Context: an optimization exercise on an open-source flow, tuned for small area, a short achievable clock period and few clock cycles. The choices shown serve that exercise and are no tape-out recipe. At most, simulation tests tie the RTL to the original design; equivalence was not proved. Power figures rest on the tool's default switching activity, not on a simulated workload.

// stackmat_core
module stackmat_core (
    input  wire        clk,
    input  wire        rst,
    input  wire        cmd_valid,
    output wire        cmd_ready,
    input  wire [79:0] cmd,
    output wire        rsp_valid,
    output wire [7:0]  rsp_status,
    output wire        rsp_flag,
    output wire [63:0] rsp_val,
    output wire [7:0]  rsp_len,
    output wire        dat_valid,
    output wire [7:0]  dat_byte,
    output wire        tx_valid,
    output wire [3:0]  tx_len,
    output wire [71:0] tx_data,
    input  wire        tx_ack,
    input  wire        tx_err,
    input  wire [7:0]  tx_n
);
make LEC_CHECK=0 CAP_MARGIN=20 CORE_MARGIN=2 CORE_UTILIZATION=50 SLEW_MARGIN=20 finish   # period 17.0 ns
run.sh (not shown) runs the stock make flow with config.mk's settings and CLKGATE_MAP_FILE= SYNTH_SCRIPT=/design/flow/synth_recipe.tcl, a recipe that flattens the netlist after the stock synthesis.
Testbench counts at the start, summed over its fixed seeds: cycles 13,079.
Rerun with:
--- a/flow/design.v
+++ b/flow/design.v
@@ -181,24 +181,22 @@
         end
     endfunction
     reg [79:0] cw;
     reg        cv;
     reg        pd_hold;
     reg        pd_ts;       
     reg        pd_tk;       
     reg        pd_fmt;      
     reg        pd_enc;      
     reg [2:0]  fpass;       
     reg [4:0]  fidx;        
-    reg        f_last;      
-    reg [4:0]  f_idx0;      
     reg        rdy_q;       
     reg [3:0]  es;
     reg [2:0]  jk;
     reg [2:0]  dk;
     reg [1:0]  pdsrc;
     reg [4:0]  cnt;         
     reg        dv_busy;     
     reg        dv_done;     
     reg        dv_pf;       
     reg        dv_sk;       
     reg        dv_first;    
@@ -264,24 +262,24 @@
             OP_RXE:   legal = a_z;
             OP_RD:    legal = ~|b[7:3] & a_z & (b[2:0] != 3'd7);
             default:  legal = 1'b0;
         endcase
     end
     wire is_ts  = (op == OP_TICK) || (op == OP_STOP);
     wire is_fmt = (op == OP_FMT);
     wire is_enc = (op == OP_ENC);
     wire [7:0] csum = a[47:40] + a[39:32] + a[31:24] + a[23:16] + a[15:8] + a[7:0]
                     + 8'd32;
     wire [64:0] ad_a = {1'b0, a};
-    wire [64:0] ad_b = {pd_ts, {64{pd_ts}} & ~start_q};
-    wire        ad_ci = pd_ts;
+    wire [64:0] ad_b = {1'b1, ~start_q};
+    wire        ad_ci = 1'b1;
     reg  [64:0] ad_g, ad_p, ad_G, ad_P, ad_gn, ad_pn;
     integer     adi, adl;
     always @(*) begin
         ad_g = ad_a & ad_b;
         ad_p = ad_a ^ ad_b;
         ad_G = ad_g;
         ad_P = ad_p;
         ad_G[0] = ad_g[0] | (ad_p[0] & ad_ci);
         for (adl = 1; adl < 128; adl = adl * 2) begin
             ad_gn = ad_G;
             ad_pn = ad_P;
@@ -297,23 +295,23 @@
     wire [64:0] sub = ad_p ^ {ad_G[63:0], ad_ci};
     wire [63:0] s     = sub[63:0];
     wire        s_neg = sub[64];
     wire [35:0] sk_a = a[63:28];
     wire [35:0] sk_b = start_q[63:28];
     wire [35:0] sk_nb = ~sk_b;
     wire sk_b28  = (a[27:0] < start_q[27:0]);    
     wire sk_z0   = (sk_a == sk_b);
     wire sk_z1   = ((sk_a ^ sk_nb) == {(sk_a[34:0] | sk_nb[34:0]), 1'b0});
     wire sk_zz   = ~|sk_a;
     wire opt36   = pd_ts ? (sk_b28 ? sk_z1 : sk_z0) : sk_zz;
-    wire [63:0] s_load = pd_enc ? {s[23:0], 32'd0, s[31:24]} : s;
+    wire [63:0] s_load = pd_enc ? {a[23:0], 32'd0, a[31:24]} : (pd_ts ? s : a);
     wire [4:0]  cnt_load = pd_enc ? 5'd6 : (opt36 ? 5'd7 : 5'd16);
     wire [3:0]  din = dv_sk ? a[27:24] : a[63:60];
     wire [4:0]  f_n    = (rsp_len_q > 8'd20) ? 5'd20 : rsp_len_q[4:0];
     wire [4:0]  f_have = {fpass, 1'b0} + {2'd0, fpass};
     wire [83:0] fstore = {fd, cw[79:64], rv_q};
     wire [3:0]  fnib   = fstore[4*fidx +: 4];
     reg [3:0]  st_a, st_b, st_c;
     reg [5:0]  st_d;
     reg [3:0]  st_q;
     reg [3:0]  st_qc;    
     reg [4:0]  st_xa, st_xb, st_xc;
@@ -761,24 +759,24 @@
                 sec_q    <= rD;
                 ms_bcd   <= {rA, rB, rC};
                 state_q  <= 2'd3;
                 p_status <= 2'd0;
                 p_flag   <= 1'b1;
                 p_vsel   <= 6'd0;
                 es_n       = E_WRSP;
             end
             E_FST: begin
                 {fd, cw[79:64], rv_q} <= {rC, rB, rA, fstore[83:12]};
                 fpass <= fpass + 3'd1;
-                if (f_last) begin
-                    fidx <= f_idx0;
+                if (f_have + 5'd3 >= f_n) begin
+                    fidx <= f_n + 5'd17 - f_have;
                     if (rsp_len_q > 8'd20) begin
                         o_rem <= rsp_len_q - 8'd20;
                         es_n  = E_FPAD;
                     end else begin
                         es_n = E_FDIG;
                     end
                 end else begin
                     div_load;
                     es_n = E_DIV;
                 end
             end
@@ -793,24 +791,22 @@
                 dat_byte_q  <= {4'h3, fnib};
                 fidx        <= fidx - 5'd1;
                 if (fidx == 5'd21 - f_have) begin
                     rsp_valid_q <= 1'b1;
                     rv_q        <= 64'd0;
                     cv_n        = 1'b0;
                     es_n        = E_IDLE;
                 end
             end
             default: es_n = E_IDLE;
         endcase
-        f_last <= (f_have + 5'd3 >= f_n);
-        f_idx0 <= f_n + 5'd17 - f_have;
         if (dv_busy) begin
             cw[63:0] <= dv_sk ? {a[23:0], 36'd0, st_qc} : {a[59:0], st_qc};
             dv_sk    <= 1'b0;
             dv_first <= 1'b0;
             rA       <= st_a;
             rB       <= st_b;
             rC       <= st_c;
             rD       <= st_d;
             if (dk != D_ENC) m_q <= {m_q[3:0], st_q};
             cnt      <= cnt - 5'd1;
             if ((dk == D_ENC) && (cnt == 5'd5)) begin
The changed run finished with timing, DRC and antenna clean.
Clock power increases by about 10%.
Sequential cell count went down by 6.
Total power rose by 3.3%.
Global-route usage hardly moves.
Via count came out lower by 0.82%.
Utilization goes up by 0.41 points.
Non-clock buffer count grows by 11.
Routed wire length climbs by about 0.7%.
Setup slack loses 1.0 ns.
Testbench counts after the change, summed over its fixed seeds: cycles 13,079.

== rev 12 ==
stackmat_core, a different RTL version from the one above (not shown whole).
For scale: about 260 I/O pins.
Settings: LEC_CHECK=0, CAP_MARGIN=20, CORE_MARGIN=2, CORE_UTILIZATION=50, SLEW_MARGIN=20; clock period 17.0 ns.
Testbench counts of rev 12, summed over its fixed seeds: cycles 13,079.
For rev 13, these inputs were changed with respect to rev 12:
--- a/flow/design.v
+++ b/flow/design.v
@@ -361,12 +361,13 @@
                     send_pend ? (!sink_busy && (pq_cnt == 3'd0)) :
                                 (pq_cnt <= 3'd1);
     wire pq_pop   = !o_strm && !send_pend && (pq_cnt != 3'd0);
     wire [2:0] pq_inc = pq_cnt + 3'd1;
     wire [2:0] pq_dec = pq_cnt - 3'd1;
     assign cmd_ready  = rdy_q;
+    wire   cw_ld      = !cv || ((es == E_IDLE) && !pd_hold);
     assign rsp_valid  = rsp_valid_q;
     assign rsp_status = {6'd0, rsp_status_q};
     assign rsp_flag   = rsp_flag_q;
     assign rsp_len    = rsp_len_q;
     assign rsp_val    = rv_q;
     wire [63:0] p_val = ({64{p_vsel[V_START]}} & start_q)
@@ -473,13 +474,13 @@
     always @(posedge clk) begin
         push  = 1'b0;
         kick  = 1'b0;
         es_n  = es;
         cv_n  = cv;
         pdh_n = pd_hold;
-        if (cmd_ready) begin
+        if (cw_ld) begin
             cw      <= cmd;
             pdh_n = hold_op(cmd[79:72]);
             pd_ts   <= (cmd[79:72] == OP_TICK) || (cmd[79:72] == OP_STOP);
             pd_tk   <= (cmd[79:72] == OP_TICK);
             pd_fmt  <= (cmd[79:72] == OP_FMT);
             pd_enc  <= (cmd[79:72] == OP_ENC);
@@ -516,13 +517,13 @@
             rsp_len_q    <= 8'd0;
             rv_q         <= 64'd0;
         end
         pk_sum <= pk_dsum;
         ack_q <= tx_valid_q & tx_ack;
         err_q <= tx_err;
-        if (tx_valid_q) n_q <= tx_n;
+        if (sink_busy && !ack_q) n_q <= tx_n;
         if (tx_valid_q && tx_ack) tx_valid_q <= 1'b0;
         if (ack_q) begin
             if (err_q) begin
                 sink_busy <= 1'b0;
                 sink_err  <= 1'b1;
             end else if (n_q >= {4'd0, 4'd9 - txoff}) begin
@@ -821,13 +822,13 @@
                       ((es == E_WRSP) && !p_vsel[V_CONV]) ||
                       (es == E_SENDQ))) begin
             div_load;
             dk    <= D_TICK;
             dv_pf <= 1'b1;
         end
-        if (cmd_ready) cv_n = cmd_valid;
+        if (cw_ld) cv_n = cmd_valid;
         if (kick) begin
             toh        <= 10'd1;
             s_ld       <= 1'b1;
             sink_busy  <= 1'b1;
             send_pend  <= 1'b1;
         end
==> comparison <==
The die used by rev 13 is larger than the one used by rev 12. Rev 13 against rev 12; switching power is up by more than 10%. Against rev 12, rev 13 reports a cell area after synthesis that is higher. Rev 13 has routability congestion estimate from global placement below what rev 12 had. Between rev 13 and rev 12, number of antenna violations at the first check in global routing is higher for rev 13, rev 12 comes in under that. Routed wire length sits higher in rev 13 than in rev 12. Between rev 13 and rev 12, compound-cell area share of the yosys netlist is higher for rev 12, rev 13 comes in under that. In the reports for rev 13 and rev 12, the smaller clock network power share belongs to rev 13.
Testbench counts of rev 13, summed over its fixed seeds: cycles 13,079.

stackmat_core, a different RTL version from the one above (not shown whole).
Size: about 4500 cells after synthesis, roughly 580 flip-flops, ~260 I/O pins, ~39000 um2 of cells after synthesis.
// stackmat_core
module stackmat_core (
    input  wire        clk,
    input  wire        rst,
    input  wire        cmd_valid,
    output wire        cmd_ready,
    input  wire [79:0] cmd,
    output wire        rsp_valid,
    output wire [7:0]  rsp_status,
    output wire        rsp_flag,
    output wire [63:0] rsp_val,
    output wire [7:0]  rsp_len,
    output wire        dat_valid,
    output wire [7:0]  dat_byte,
    output wire        tx_valid,
    output wire [3:0]  tx_len,
    output wire [71:0] tx_data,
    input  wire        tx_ack,
    input  wire        tx_err,
    input  wire [7:0]  tx_n
);
    localparam [7:0] OP_FMT   = 8'h01;
    localparam [7:0] OP_CONV  = 8'h02;
    localparam [7:0] OP_CSUM  = 8'h03;
    localparam [7:0] OP_MARK  = 8'h04;
    localparam [7:0] OP_ENC   = 8'h05;
    localparam [7:0] OP_RST   = 8'h10;
    localparam [7:0] OP_START = 8'h11;
    localparam [7:0] OP_STOP  = 8'h12;
    localparam [7:0] OP_TICK  = 8'h13;
    localparam [7:0] OP_ENCS  = 8'h14;
    localparam [7:0] OP_SEND  = 8'h20;
    localparam [7:0] OP_RXB   = 8'h21;
    localparam [7:0] OP_RXE   = 8'h22;
    localparam [7:0] OP_RD    = 8'h30;
    localparam [3:0] E_IDLE  = 4'd0;
    localparam [3:0] E_DIV   = 4'd1;
    localparam [3:0] E_WGO   = 4'd2;    
    localparam [3:0] E_PDIG  = 4'd3;    
    localparam [3:0] E_WRSP  = 4'd4;    
    localparam [3:0] E_SENDQ = 4'd5;    
    localparam [3:0] E_FPAD  = 4'd6;    
    localparam [3:0] E_FDIG  = 4'd7;    
    localparam [3:0] E_STOPF = 4'd8;    
    localparam [2:0] J_TICK  = 3'd0;
    localparam [2:0] J_ENC   = 3'd1;
    localparam [2:0] J_ENCS  = 3'd2;
    localparam [2:0] J_RD3   = 3'd3;
    localparam [2:0] J_FLUSH = 3'd4;
    localparam [2:0] J_RD6   = 3'd5;
    localparam [2:0] D_TICK = 3'd0;
    localparam [2:0] D_STOP = 3'd1;
    localparam [2:0] D_CONV = 3'd2;
    localparam [2:0] D_ENC  = 3'd3;
    localparam [1:0] P_DIV = 2'd0;
    localparam [1:0] P_ENC = 2'd1;
    localparam [1:0] P_REG = 2'd2;
    localparam V_V8    = 0;
    localparam V_START = 1;
    localparam V_FLD   = 2;
    localparam V_CONV  = 3;
    localparam V_TXOFF = 4;
    localparam V_NQ    = 5;
    function [7:0] marker;
        input [1:0] st;
        begin
            case (st)
                2'd0:    marker = 8'h00;
                2'd1:    marker = 8'h49;
  ...
clock: 17.0 ns
lec_check: 0
cap_margin: 20
core_margin: 2
core_utilization: 40
slew_margin: 20
The first run finished with timing, DRC and antenna clean.
Rerun with:
--- a/flow/design.v
+++ b/flow/design.v
@@ -169,26 +169,24 @@
             endcase
         end
     endfunction
     reg [79:0] cw;
     reg        cv;
     reg        pd_hold;
     reg        pd_ts;       
     reg        pd_tk;       
     reg        pd_fmt;      
     reg        pd_enc;      
     reg        fsign;       
     reg        frst;        
-    reg        fph;         
-    reg        sn_q;        
     reg        rdy_q;       
     reg [3:0]  es;
     reg [2:0]  jk;
     reg [2:0]  dk;
     reg [1:0]  pdsrc;
     reg [4:0]  cnt;         
     reg        dv_busy;     
     reg        dv_done;     
     reg        dv_pf;       
     reg [19:0] fkp;         
     reg [19:0] fkn;         
     wire [19:0] fk = fkp | fkn;
@@ -766,61 +764,57 @@
                 p_status <= 2'd0;
                 p_flag   <= 1'b1;
                 p_vsel   <= 6'd0;
                 es_n       = E_WRSP;
             end
             E_FPAD: begin
                 dat_valid_q <= 1'b1;
                 dat_byte_q  <= 8'h30;
                 o_rem       <= o_rem - 8'd1;
                 if (o_rem == 8'd1) es_n = E_FDIG;
             end
             E_FDIG: begin
-                fph    <= ~fph;
-                sn_q   <= s_neg;
-                fk_nx  = fk;
-                f_fin  = 1'b0;
-                if (fph) begin
                 cw[63:0] <= s;
-                fsign    <= sn_q;
+                fsign    <= s_neg;
+                fk_nx    = fk;
+                f_fin    = 1'b0;
                 if (frst) begin
                     frst  <= 1'b0;
                     fk_nx = fk >> 1;
-                end else if (sn_q == fsign) begin
+                end else if (s_neg == fsign) begin
                     fd <= fd + 4'd1;
                 end else begin
                     if (|(fk & fk_out)) begin
                         dat_valid_q <= 1'b1;
                         dat_byte_q  <= {4'h3, fsign ? (4'd9 - fd) : fd};
                     end
                     fd <= 4'd0;
                     if (fk[0]) begin
                         rsp_valid_q <= 1'b1;
                         cv_n        = 1'b0;
                         f_fin       = 1'b1;
                         es_n        = E_IDLE;
                     end else if (!fsign && (fd == 4'd0)) begin
                         frst <= 1'b1;
                     end else begin
                         fk_nx = fk >> 1;
                     end
                 end
                 if (f_fin) begin
                     fsign <= 1'b0;
                     fkp   <= 20'd0;
                     fkn   <= 20'd0;
                 end else begin
-                    fkp <= sn_q ? fk_nx : 20'd0;
-                    fkn <= sn_q ? 20'd0 : fk_nx;
-                end
+                    fkp <= s_neg ? fk_nx : 20'd0;
+                    fkn <= s_neg ? 20'd0 : fk_nx;
                 end
             end
             default: es_n = E_IDLE;
         endcase
         if (dv_busy) begin
             cw[63:0] <= {a[59:0], 4'd0};
             rA       <= st_a;
             rB       <= st_b;
             rC       <= st_c;
             rD       <= st_d;
             if (dk != D_ENC) m_q <= {m_q[3:0], st_q};
             cnt      <= cnt - 5'd1;
@@ -848,25 +842,24 @@
             toh        <= 10'd1;
             s_ld       <= 1'b1;
             sink_busy  <= 1'b1;
             send_pend  <= 1'b1;
         end
         pq_cnt <= pq_cnt + {2'd0, push} - {2'd0, pq_pop};
         if (rst) begin
             cv_n          = 1'b0;
             fsign       <= 1'b0;
             frst        <= 1'b0;
             fkp         <= 20'd0;
             fkn         <= 20'd0;
-            fph         <= 1'b0;
             dv_busy     <= 1'b0;
             dv_done     <= 1'b0;
             dv_pf       <= 1'b0;
             es_n          = E_IDLE;
             o_strm      <= 1'b0;
             pq_cnt      <= 3'd0;
             send_pend   <= 1'b0;
             rsp_valid_q <= 1'b0;
             dat_valid_q <= 1'b0;
             tx_valid_q  <= 1'b0;
             s_ld        <= 1'b0;
             ack_q       <= 1'b0;
The changed run completed with no timing, DRC or antenna violations.
Combinational power rises by 29%.
Design area rises by 1.2%.
Maximum frequency falls by 4.2%.
Hold slack is worse by 0.0091 ns.
Synthesized cell count falls by 0.99%.
Total power rises by 7.2%.
Die area rises by 0.68%.
Function was not checked in any run of this note: the RTL went through the layout flow alone.

-- separate check: timing with driven ports --
No port has a modelled driver above. Below, the same layouts with a new extraction and two added sets of constraints. Step 1 sets driving cells, clkbuf_16 on the clock port and buf_2 on the other inputs (assumed; they add their load-dependent delay and slew). Step 2 moves the port delays by t, midway between the first and last clock arrival at a register: inputs arrive t later, outputs are due t later. That takes back most of the time a late clock gives input paths. Slacks: ideal / step 1 / step 2; pairs: ideal / step 1.
| run | shift t [ns] | slack for setup (ns) | clock arrival spread, ns |
|---|---|---|---|
| the first run of note 1 | 0.686 | 11.724 / 11.654 / 11.636 | 0.027 / 0.028 |
| the second run of note 1 | 0.708 | 10.726 / 10.726 / 10.726 | 0.040 / 0.039 |
| rev 12 | 0.688 | 11.666 / 11.597 / 11.334 | 0.032 / 0.033 |
| rev 13 | 0.689 | 11.721 / 11.685 / 11.476 | 0.025 / 0.024 |
| the first run of note 3 | 0.722 | 9.700 / 9.700 / 9.700 | 0.032 / 0.032 |
| the second run of note 3 | 0.716 | 9.383 / 9.383 / 9.383 | 0.037 / 0.037 |
After both steps setup and hold are still met in every run listed. The setup slack of rev 12, which loses most, moves by -0.069 ns with the drivers and by -0.332 ns with both steps.
